Source: an optimization exercise on an open RTL-to-GDS flow (aim: small area, a short achievable clock period and few clock cycles per item). Production flows keep margins and buffers that such runs may drop.
Only simulation tests tie the RTL to the original design; equivalence was not proved.
Power and IR drop assume default switching activity.

$ cat flow/design.v
module fce_tx (
    input  wire        clk,
    input  wire        rst,
    input  wire        reg_wr,
    input  wire [4:0]  reg_addr,
    input  wire [31:0] reg_wdata,
    output reg  [31:0] reg_rdata,
    output wire        busy,
    output reg         mem_en,
    output reg  [3:0]  mem_we,
    output reg  [9:0]  mem_addr,
    output reg  [31:0] mem_wdata,
    input  wire [31:0] mem_rdata
);
    localparam [17:0] BUF_BYTES = 18'd2048;
    localparam [7:0] OP_NOP     = 8'h00;
    localparam [7:0] OP_ETH_ADD = 8'h01;
    localparam [7:0] OP_IP_ADD  = 8'h02;
    localparam [7:0] OP_UDP_ADD = 8'h03;
    localparam [7:0] OP_TCP_ADD = 8'h04;
    localparam [7:0] OP_CSUM    = 8'h08;
    localparam [7:0] E_OK       = 8'h00;
    localparam [7:0] E_ILLEGAL  = 8'h01;
    localparam [7:0] E_RESERVED = 8'h02;
    localparam [7:0] E_RANGE    = 8'h03;
    localparam [7:0] E_LENGTH   = 8'h04;
    localparam [4:0] R_CMD      = 5'h00;
    localparam [4:0] R_STATUS   = 5'h01;
    localparam [4:0] R_RESULT   = 5'h02;
    localparam [4:0] R_A0       = 5'h08;
    localparam [4:0] R_A1       = 5'h09;
    localparam [4:0] R_A2       = 5'h0A;
    localparam [4:0] R_A3       = 5'h0B;
    localparam [4:0] R_A4       = 5'h0C;
    localparam [4:0] R_A5       = 5'h0D;
    localparam [4:0] R_MAC_HI   = 5'h10;
    localparam [4:0] R_MAC_LO   = 5'h11;
    localparam [4:0] R_IP_ADDR  = 5'h12;
    localparam [4:0] R_IP_IDENT = 5'h13;
    localparam [4:0] R_IP_TTL   = 5'h14;
    localparam [4:0] R_TCP_MSS  = 5'h15;
    localparam [2:0] S_IDLE = 3'd0;
    localparam [2:0] S_DEC  = 3'd1;
    localparam [2:0] S_HSUM = 3'd2;
    localparam [2:0] S_MSUM = 3'd3;
    localparam [2:0] S_FIN  = 3'd4;
    localparam [2:0] S_WR   = 3'd5;
    reg [31:0] cmd_q;
    reg [7:0]  errcode;
    reg        sticky;
    reg [31:0] result;
    reg [31:0] a0, a1, a2, a3, a4, a5;
    reg [31:0] mac_hi;
    reg [15:0] mac_lo;
    reg [31:0] ip_addr;
    reg [15:0] ip_ident;
    reg [7:0]  ip_ttl;
    reg [15:0] tcp_mss;
    reg [2:0]   state;
    reg [287:0] hb;         
    reg [5:0]   hk;         
    reg [5:0]   hend;       
    reg [15:0]  csum;       
    reg [15:0]  mptr;       
    reg [15:0]  mreq;       
    reg [15:0]  mcons;      
    reg         rvalid;     
    reg [1:0]   rlane;      
    reg         par;        
    reg [7:0]   hi_byte;
    reg [4:0]   wj;         
    reg [4:0]   hlen_q;     
    assign busy = (state != S_IDLE);
    wire [7:0]  op   = cmd_q[7:0];
    wire        bsel = cmd_q[8];
    wire [15:0] off  = cmd_q[31:16];
    wire is_nop  = (op == OP_NOP);
    wire is_eth  = (op == OP_ETH_ADD);
    wire is_ip   = (op == OP_IP_ADD);
    wire is_udp  = (op == OP_UDP_ADD);
    wire is_tcp  = (op == OP_TCP_ADD);
    wire is_csum = (op == OP_CSUM);
    wire legal   = is_nop | is_eth | is_ip | is_udp | is_tcp | is_csum;
    wire rsv_bad = is_nop  ? (cmd_q[31:8] != 24'd0) :
                   is_csum ? (cmd_q[15:9] != 7'd0)  :
                             (cmd_q[15:8] != 8'd0);
    wire        syn     = a4[1];
    wire [4:0]  tcp_hl  = syn ? 5'd24 : 5'd20;
    wire [15:0] ip_dlen  = a1[31:16];
    wire [15:0] udp_dlen = a2[15:0];
    wire [15:0] tcp_dlen = a5[15:0];
    wire [15:0] csum_len = a1[15:0];
    wire [4:0] hlen = is_eth ? 5'd14 :
                      is_ip  ? 5'd20 :
                      is_udp ? 5'd8  : tcp_hl;
    wire len_bad = (is_ip  && (ip_dlen  > 16'd65515)) ||
                   (is_udp && (udp_dlen > 16'd65527)) ||
                   (is_tcp && ({12'd0, tcp_hl} + {1'b0, tcp_dlen} > 17'h0FFFF));
    wire [17:0] off18 = {2'b00, off};
    wire [17:0] end_eth  = off18 + 18'd14;
    wire [17:0] end_ip   = off18 + 18'd20;
    wire [17:0] end_udp  = off18 + 18'd8 + {2'b00, udp_dlen};
    wire [17:0] end_tcp  = off18 + {13'd0, tcp_hl} + {2'b00, tcp_dlen};
    wire [17:0] end_csum = off18 + {2'b00, csum_len};
    wire range_bad = (is_eth  && (end_eth  > BUF_BYTES)) ||
                     (is_ip   && (end_ip   > BUF_BYTES)) ||
                     (is_udp  && (end_udp  > BUF_BYTES)) ||
                     (is_tcp  && (end_tcp  > BUF_BYTES)) ||
                     (is_csum && (end_csum > BUF_BYTES));
    wire [7:0] dec_err = !legal    ? E_ILLEGAL  :
                         rsv_bad   ? E_RESERVED :
                         len_bad   ? E_LENGTH   :
                         range_bad ? E_RANGE    : E_OK;
    wire [7:0]  l4_proto  = is_udp ? 8'd17 : 8'd6;
    wire [15:0] l4_seglen = is_udp ? (16'd8 + udp_dlen) : ({11'd0, tcp_hl} + tcp_dlen);
    wire [95:0] pseudo    = {ip_addr, a0, 8'h00, l4_proto, l4_seglen};
    wire [191:0] h_eth = {a0, a1[15:0], mac_hi, mac_lo, a1[31:16], 80'd0};
    wire [191:0] h_ip  = {8'h45, 8'h00, 16'd20 + ip_dlen, ip_ident, 16'h0000,
                          ip_ttl, a1[7:0], 16'h0000, ip_addr, a0, 32'd0};
    wire [191:0] h_udp = {a1[15:0], a1[31:16], 16'd8 + udp_dlen, 16'h0000, 128'd0};
    wire [191:0] h_tcp = {a1[15:0], a1[31:16], a2, a3, (syn ? 8'h60 : 8'h50), a4[7:0],
                          a4[31:16], 16'h0000, 16'h0000,
                          (syn ? {8'h02, 8'h04, tcp_mss} : 32'd0)};
    wire [191:0] hdr = is_eth ? h_eth :
                       is_ip  ? h_ip  :
                       is_udp ? h_udp : h_tcp;
    reg  [15:0] add_w;
    wire [16:0] add_t = {1'b0, csum} + {1'b0, add_w};
    wire [15:0] add_s = add_t[15:0] + {15'd0, add_t[16]};
    wire [15:0] hword    = hb[8*(34 - hk) +: 16];
    wire [7:0]  rd_byte  = mem_rdata[8*rlane +: 8];
    wire [15:0] fin_sum  = add_s;    
    always @* begin
        case (state)
            S_HSUM:  add_w = hword;
            S_MSUM:  add_w = {hi_byte, rd_byte};
            S_FIN:   add_w = par ? {hi_byte, 8'h00} : 16'h0000;
            default: add_w = 16'h0000;
        endcase
    end
    wire [15:0] wr_addr = off + {11'd0, wj};
    wire [7:0]  wr_byte = hb[8*(23 - wj) +: 8];
    always @* begin
        mem_en    = 1'b0;
        mem_we    = 4'b0000;
        mem_addr  = {bsel & is_csum, mptr[10:2]};
        mem_wdata = 32'd0;
        if (state == S_MSUM && mreq != 16'd0) begin
            mem_en = 1'b1;
        end else if (state == S_WR) begin
            mem_en    = 1'b1;
            mem_we    = 4'b0001 << wr_addr[1:0];
            mem_addr  = {1'b0, wr_addr[10:2]};
            mem_wdata = {4{wr_byte}};
        end
    end
    always @* begin
        case (reg_addr)
            R_CMD:      reg_rdata = cmd_q;
            R_STATUS:   reg_rdata = {23'd0, sticky, errcode};
            R_RESULT:   reg_rdata = result;
            R_A0:       reg_rdata = a0;
            R_A1:       reg_rdata = a1;
            R_A2:       reg_rdata = a2;
            R_A3:       reg_rdata = a3;
            R_A4:       reg_rdata = a4;
            R_A5:       reg_rdata = a5;
            R_MAC_HI:   reg_rdata = mac_hi;
            R_MAC_LO:   reg_rdata = {16'd0, mac_lo};
            R_IP_ADDR:  reg_rdata = ip_addr;
            R_IP_IDENT: reg_rdata = {16'd0, ip_ident};
            R_IP_TTL:   reg_rdata = {24'd0, ip_ttl};
            R_TCP_MSS:  reg_rdata = {16'd0, tcp_mss};
            default:    reg_rdata = 32'd0;
        endcase
    end
    always @(posedge clk) begin
        if (rst) begin
            cmd_q    <= 32'd0;
            errcode  <= 8'd0;
            sticky   <= 1'b0;
            result   <= 32'd0;
            a0       <= 32'd0;
            a1       <= 32'd0;
            a2       <= 32'd0;
            a3       <= 32'd0;
            a4       <= 32'd0;
            a5       <= 32'd0;
            mac_hi   <= 32'd0;
            mac_lo   <= 16'd0;
            ip_addr  <= 32'd0;
            ip_ident <= 16'd0;
            ip_ttl   <= 8'h40;
            tcp_mss  <= 16'h05B4;
            state    <= S_IDLE;
            rvalid   <= 1'b0;
        end else begin
            case (state)
                S_IDLE: begin
                    if (reg_wr) begin
                        case (reg_addr)
                            R_CMD: begin
                                cmd_q <= reg_wdata;
                                state <= S_DEC;
                            end
                            R_STATUS:   if (reg_wdata[8]) sticky <= 1'b0;
                            R_A0:       a0 <= reg_wdata;
                            R_A1:       a1 <= reg_wdata;
                            R_A2:       a2 <= reg_wdata;
                            R_A3:       a3 <= reg_wdata;
                            R_A4:       a4 <= reg_wdata;
                            R_A5:       a5 <= reg_wdata;
                            R_MAC_HI:   mac_hi <= reg_wdata;
                            R_MAC_LO:   mac_lo <= reg_wdata[15:0];
                            R_IP_ADDR:  ip_addr <= reg_wdata;
                            R_IP_IDENT: ip_ident <= reg_wdata[15:0];
                            R_IP_TTL:   ip_ttl <= reg_wdata[7:0];
                            R_TCP_MSS:  tcp_mss <= reg_wdata[15:0];
                            default: ;
                        endcase
                    end
                end
                S_DEC: begin
                    hb      <= {pseudo, hdr};
                    hlen_q  <= hlen;
                    wj      <= 5'd0;
                    par     <= 1'b0;
                    rvalid  <= 1'b0;
                    if (dec_err != E_OK) begin
                        errcode <= dec_err;
                        sticky  <= 1'b1;
                        result  <= 32'd0;
                        state   <= S_IDLE;
                    end else if (is_nop) begin
                        errcode <= E_OK;
                        result  <= 32'd0;
                        state   <= S_IDLE;
                    end else if (is_eth) begin
                        state <= S_WR;
                    end else if (is_csum) begin
                        csum  <= a0[15:0];
                        mptr  <= off;
                        mreq  <= csum_len;
                        mcons <= csum_len;
                        state <= S_MSUM;
                    end else begin
                        csum  <= 16'd0;
                        hk    <= is_ip ? 6'd12 : 6'd0;
                        hend  <= is_ip ? 6'd32 : (6'd12 + {1'b0, hlen});
                        mptr  <= off + {11'd0, hlen};
                        mreq  <= is_ip ? 16'd0 : (is_udp ? udp_dlen : tcp_dlen);
                        mcons <= is_ip ? 16'd0 : (is_udp ? udp_dlen : tcp_dlen);
                        state <= S_HSUM;
                    end
                end
                S_HSUM: begin
                    csum <= add_s;
                    hk   <= hk + 6'd2;
                    if (hk + 6'd2 == hend)
                        state <= S_MSUM;
                end
                S_MSUM: begin
                    if (mreq != 16'd0) begin
                        mptr <= mptr + 16'd1;
                        mreq <= mreq - 16'd1;
                    end
                    rvalid <= (mreq != 16'd0);
                    rlane  <= mptr[1:0];
                    if (rvalid) begin
                        mcons <= mcons - 16'd1;
                        if (!par) begin
                            hi_byte <= rd_byte;
                            par     <= 1'b1;
                        end else begin
                            csum <= add_s;
                            par  <= 1'b0;
                        end
                    end
                    if (mcons == 16'd0)
                        state <= S_FIN;
                end
                S_FIN: begin
                    if (is_csum) begin
                        errcode <= E_OK;
                        result  <= {16'd0, fin_sum};
                        state   <= S_IDLE;
                    end else begin
                        if (is_ip)
                            hb[8*(22 - 10) +: 16] <= ~fin_sum;
                        else if (is_udp)
                            hb[8*(22 - 6) +: 16]  <= ~fin_sum;
                        else
                            hb[8*(22 - 16) +: 16] <= ~fin_sum;
                        state <= S_WR;
                    end
                end
                S_WR: begin
                    wj <= wj + 5'd1;
                    if (wj + 5'd1 == hlen_q) begin
                        errcode <= E_OK;
                        result  <= {27'd0, hlen_q};
                        if (is_ip)
                            ip_ident <= ip_ident + 16'd1;
                        state <= S_IDLE;
                    end
                end
                default: state <= S_IDLE;
            endcase
        end
    end
endmodule
$ cat flow/run.sh
#!/bin/bash
# synth_recipe.tcl (not shown) runs the flow's synth.tcl, then flattens the netlist and writes it again
# the make line also repeats each setting of config.mk as NAME=value (left out here)
make -C /OpenROAD-flow-scripts/flow DESIGN_CONFIG=/design/flow/config.mk WORK_HOME=/design/flow/orfs CLKGATE_MAP_FILE= SYNTH_SCRIPT=/design/flow/synth_recipe.tcl finish
$ cat flow/config.mk
export PLATFORM = sky130hd
export DESIGN_NAME = fce_tx
export DESIGN_NICKNAME = fce_tx
export VERILOG_FILES = /design/flow/design.v
export SDC_FILE = /design/flow/constraint.sdc
export NUM_CORES = 4
export LEC_CHECK = 0
export CAP_MARGIN = 20
export CORE_MARGIN = 2
export CORE_UTILIZATION = 30
export PLACE_DENSITY = 0.45
export SLEW_MARGIN = 20
$ cat flow/constraint.sdc
create_clock -name core_clock -period 6.5 [get_ports {clk}]
set_input_delay 1.3000 -clock core_clock [delete_from_list [all_inputs] [get_ports {clk}]]
set_output_delay 1.3000 -clock core_clock [all_outputs]
set_load 0.01 [all_outputs]
==> run summary <==
==> per-layer routing <==
layer  up-vias  GRT usage  wire (um)
li1      16660          -          -
met1     19270     0.4199      91210
met2      2362     0.4280      89130
met3       487    0.07590      24170
met4        14     0.1581      13610
met5         -          0         93
==> sequential cells by signal, indices dropped and copies added, names as in the netlist, 32 cells and up <==
name / count
hb: 259
a3: 32
a0: 32
ip_addr: 32
a5: 32
a2: 32
a1: 32
mac_hi: 32
a4: 32
cmd_q: 32
==> cell families after synthesis <==
logic type                 after synthesis
DFF                                    716
xor gates and xnor gates               157
muxes                                  210
adders and majority gates              132
AOI/OAI and AO/OA                     1219
buffers and inverters                  451
and+or+nand+nor                       1629
==> worst max-delay path, stage by stage (launching register included) <==
cell                       delay [ns]
sky130_fd_sc_hd__edfxtp_1        0.35
sky130_fd_sc_hd__buf_4           0.47
sky130_fd_sc_hd__mux2_2          0.40
sky130_fd_sc_hd__a22o_1          0.18
sky130_fd_sc_hd__mux4_2          0.54
sky130_fd_sc_hd__a32oi_1         0.22
sky130_fd_sc_hd__o21ai_0         0.10
sky130_fd_sc_hd__ha_1            0.25
sky130_fd_sc_hd__fa_1            0.40
sky130_fd_sc_hd__a211oi_1        0.28
sky130_fd_sc_hd__o21a_1          0.22
sky130_fd_sc_hd__o211ai_1        0.13
sky130_fd_sc_hd__a31o_2          0.25
sky130_fd_sc_hd__a21oi_1         0.18
sky130_fd_sc_hd__o21bai_1        0.08
sky130_fd_sc_hd__a21o_1          0.18
sky130_fd_sc_hd__ha_1            0.21
sky130_fd_sc_hd__ha_1            0.20
sky130_fd_sc_hd__and2_1          0.15
sky130_fd_sc_hd__nand4_1         0.12
sky130_fd_sc_hd__nor3b_1         0.08
sky130_fd_sc_hd__buf_4           0.16
sky130_fd_sc_hd__xnor2_1         0.29
sky130_fd_sc_hd__buf_4           0.20
sky130_fd_sc_hd__nor3_1          0.04
sky130_fd_sc_hd__mux2_1          0.32
==> area by class of cell <==
type | instances | area [sq um] | area share
Tap cell | 1781 | 2228 | 0.04616
Inverter | 56 | 214.0 | 0.004432
Sequential cell | 716 | 17820 | 0.3691
Clock buffer | 124 | 2490 | 0.05158
Multi-Input combinational cell | 3347 | 21700 | 0.4495
Antenna cell | 3 | 7.507 | 0.0001555
Timing Repair Buffer | 378 | 3368 | 0.06978
Clock inverter | 43 | 450.4 | 0.009331
==> cell usage after synthesis (14+ instances only) <==
cell type,number
sky130_fd_sc_hd__mux4_2,96
sky130_fd_sc_hd__a21oi_1,443
sky130_fd_sc_hd__buf_1,44
sky130_fd_sc_hd__nor3_1,52
sky130_fd_sc_hd__a21o_1,21
sky130_fd_sc_hd__xnor2_1,86
sky130_fd_sc_hd__nand3_1,124
sky130_fd_sc_hd__o211ai_1,20
sky130_fd_sc_hd__nor2_1,220
sky130_fd_sc_hd__and3_1,50
sky130_fd_sc_hd__ha_1,123
sky130_fd_sc_hd__xor2_1,71
sky130_fd_sc_hd__dfxtp_1,368
sky130_fd_sc_hd__o21ai_0,216
sky130_fd_sc_hd__a22o_1,72
sky130_fd_sc_hd__a221o_1,16
sky130_fd_sc_hd__nand4_1,31
sky130_fd_sc_hd__a21boi_0,33
sky130_fd_sc_hd__a222oi_1,38
sky130_fd_sc_hd__mux2_2,37
sky130_fd_sc_hd__nor4_1,20
sky130_fd_sc_hd__and2_1,34
sky130_fd_sc_hd__nor2b_1,33
sky130_fd_sc_hd__mux2i_1,70
sky130_fd_sc_hd__a22oi_1,76
sky130_fd_sc_hd__a211oi_1,28
sky130_fd_sc_hd__a31oi_1,25
sky130_fd_sc_hd__nand2b_1,15
sky130_fd_sc_hd__or3_1,14
sky130_fd_sc_hd__a221oi_1,98
sky130_fd_sc_hd__edfxtp_1,348
sky130_fd_sc_hd__nand2_1,982
sky130_fd_sc_hd__inv_1,53
sky130_fd_sc_hd__buf_4,24
sky130_fd_sc_hd__o21a_1,21
sky130_fd_sc_hd__clkbuf_1,318
==> stage by stage <==
stage | total power [mW] | std cells | utilization | cell area [sq um]
after floorplan | 5.018 | 4514 | - | 41160
after global placement | 5.253 | 6275 | 0.3333 | 45270
after detailed placement | 5.254 | 6275 | 0.3333 | 45270
after CTS | 10.31 | 6442 | 0.3550 | 48210
after global routing | 10.50 | 6445 | 0.3554 | 48260
final | 10.30 | 6448 | 0.3554 | 48270
==> worst min path at each step <==
stage	from	to	slack (ns)	cells after the start
2_1_floorplan	result[11]	result[11]	0.43	2
6_report	a4[11]	a4[11]	0.46	2
4_1_cts	a4[11]	a4[11]	0.46	2
3_5_place_dp	a4[11]	a4[11]	0.45	2
5_1_grt	a4[9]	a4[9]	0.47	2
3_3_place_gp	a4[11]	a4[11]	0.44	2
==> where the power goes <==
group,switching [mW],internal [mW],total [mW]
Combinational,0.302,0.122,0.424
Sequential,0.0341,4.71,4.75
Clock,2.22,2.91,5.13
==> results.json <==
{
  "run_status": "finished clean",
  "grt_pass1_vias": 35660,
  "grt_overflow": 0,
  "drv.max_cap_violation_count": 0,
  "hpwl_um": 161100,
  "post_synth_and_or_nand_nor_area_fraction": 0.1714,
  "area_fraction_in_compound_gates_after_synthesis": 0.1945,
  "clock_insertion_delay_worst_skew_ns": 0.75,
  "drt_iter0_drc": 6216,
  "layout-drive-gt1-share": 0.1201,
  "place_ws_ns": 0.1022,
  "pin_count_of_the_biggest_net_entering_global_routing": 192,
  "mappedNetlistArea_sq_um": 41160,
  "cts_tree": "yes",
  "clkSinkCount": 716,
  "placement_rows": 135,
  "groute.usage.overall": 0.3019,
  "worstMarginPinSlew_ns": 1.409,
  "synthesis.area_per_instance_sq_um": 9.118,
  "cts.clk_slew.worst_paths_ns": 0.06,
  "asyncSetResetFlopFracSynth": 0,
  "critical_path.endpoint": "result[8]",
  "synth_edf_count": 348,
  "leading_cell_type_in_the_layout_fill_and_taps_excluded": "sky130_fd_sc_hd__nand2_1",
  "rrSetupSlack_ns": 0.35,
  "cp_data_arrival_time_ns": 6.74,
  "hold_ws_ns": 0.4614,
  "hold_violations": 0,
  "post_cts.resized_instances": 0,
  "clk_path_buf_depth": 3,
  "synth_seq_cells": 716,
  "r2r_start": "hk[2]",
  "timing.final.setup_violations": 0,
  "yosys.area_share.xor_xnor": 0.03341,
  "floorplan.core_area_sq_um": 135800,
  "routed_wirelength_um": 218200,
  "crit_path_start": "hk[2]",
  "post_drt_via_cell_ratio": 6.016,
  "ctsHtreeMaxLevel": 3,
  "post_drt_wl_per_cell_um": 33.84,
  "commonest_non_fill_non_tap_cells_in_the_layout": "978 x sky130_fd_sc_hd__nand2_1, 442 x sky130_fd_sc_hd__a21oi_1, 368 x sky130_fd_sc_hd__dfxtp_1, 348 x sky130_fd_sc_hd__edfxtp_1, 216 x sky130_fd_sc_hd__nor2_1",
  "power_density_nw_per_um2": 213.4,
  "post-synth-top-area-fraction": 0.2539,
  "final_net_count": 4792,
  "p_leak_nw": 17.17,
  "setup_ws_ns": 0.3503,
  "yosysSeqAreaShare": 0.4329,
  "synth.top_cells.by_area": "sky130_fd_sc_hd__edfxtp_1 25%, sky130_fd_sc_hd__dfxtp_1 18%, sky130_fd_sc_hd__nand2_1 9.0%",
  "post_cts_hold_buffer_count": 0,
  "endpoint_kind": "flip-flop",
  "nFillCells": 13960,
  "effective_utilization_at_floorplan": 0.3031,
  "fin_skew_ns": 0.05185,
  "floorplan.die_area_sq_um": 140200,
  "syn_to_final_growth_pct": 17.29,
  "design.portCount": 152,
  "postCtsSetupRepairBufs": 0,
  "critical_path_class": "reg -> reg",
  "ys_warn_count": 1,
  "fraction_of_the_mapped_netlist_area_in_adder_cells": 0.04177,
  "fmax_mhz": 162.6,
  "final_min_period_over_clock_period": 0.9461,
  "synth.area.mux_share": 0.08160,
  "ys_dominant_reg_cell": "sky130_fd_sc_hd__dfxtp_1",
  "critPathRequiredTime_ns": 7.09,
  "endpoint_of_the_worst_slack_reg_to_reg_timing_path": "result[8]",
  "totalNegativeSetupSlack_ns": 0,
  "grt_first_pass_wirelength_um": 297700,
  "number_of_nets_still_failing_antenna_checks_after_routing": 0,
  "drt_pass1_iterations": 9,
  "synth_cell_type_count": 91,
  "reg2regPathDepth": 25,
  "cts-buffers-inserted": 89,
  "post-route-drc-count": 0,
  "port-buffer-count": 151,
  "grt_setup_unrepaired": "no",
  "holdCritPathClass": "reg -> reg",
  "critical_path.max_fanout": 41,
  "synth_largest_area_cell": "sky130_fd_sc_hd__edfxtp_1",
  "setup.worst_path.start_class": "flip-flop",
  "antenna_found_initial": 17,
  "via_count": 38790,
  "ir_drop_mv": 0.2273,
  "syn-num-nets": 4718,
  "gp_congestion": 0.9931,
  "gate_count_after_technology_mapping": 4514,
  "timing.final.max_slew_violations": 0,
  "timing.slew.headroom": 0.06087,
  "floorplan.die.width_um": 374.4,
  "synth_top_family_by_area": "compound AO/OA/AOI/OAI gates",
  "post-route-min-period_ns": 6.150,
  "clk_root_buffer_cell": "sky130_fd_sc_hd__clkbuf_16",
  "dieHeight_um": 374.4
}
Testbench counts, summed over its fixed seeds: cycles 155,016, commands 908.

==> static timing again, ports no longer ideal <==
In the flow no input, the clock included, has a driving cell. The finished layout below was timed again as built, in two steps.
Step 1 sets driving cells, clkbuf_16 on the clock port and buf_2 on the other inputs (assumed; they add their load-dependent delay and slew).
Step 2, shift: input delay + t, output delay - t, t = (earliest + latest rising clock arrival at the registers) / 2. This alone moves slack from input paths to output paths.
Slacks: ideal / step 1 / step 2; pairs: ideal / step 1.
shift t [ns]: 0.810
setup WS [ns]: 0.350 / 0.308 / 0.067
worst slew at a driven data input, ns: 0.06
After both steps this run still meets setup and hold. The setup slack of this run moves by -0.042 ns with the drivers and by -0.283 ns with both steps.
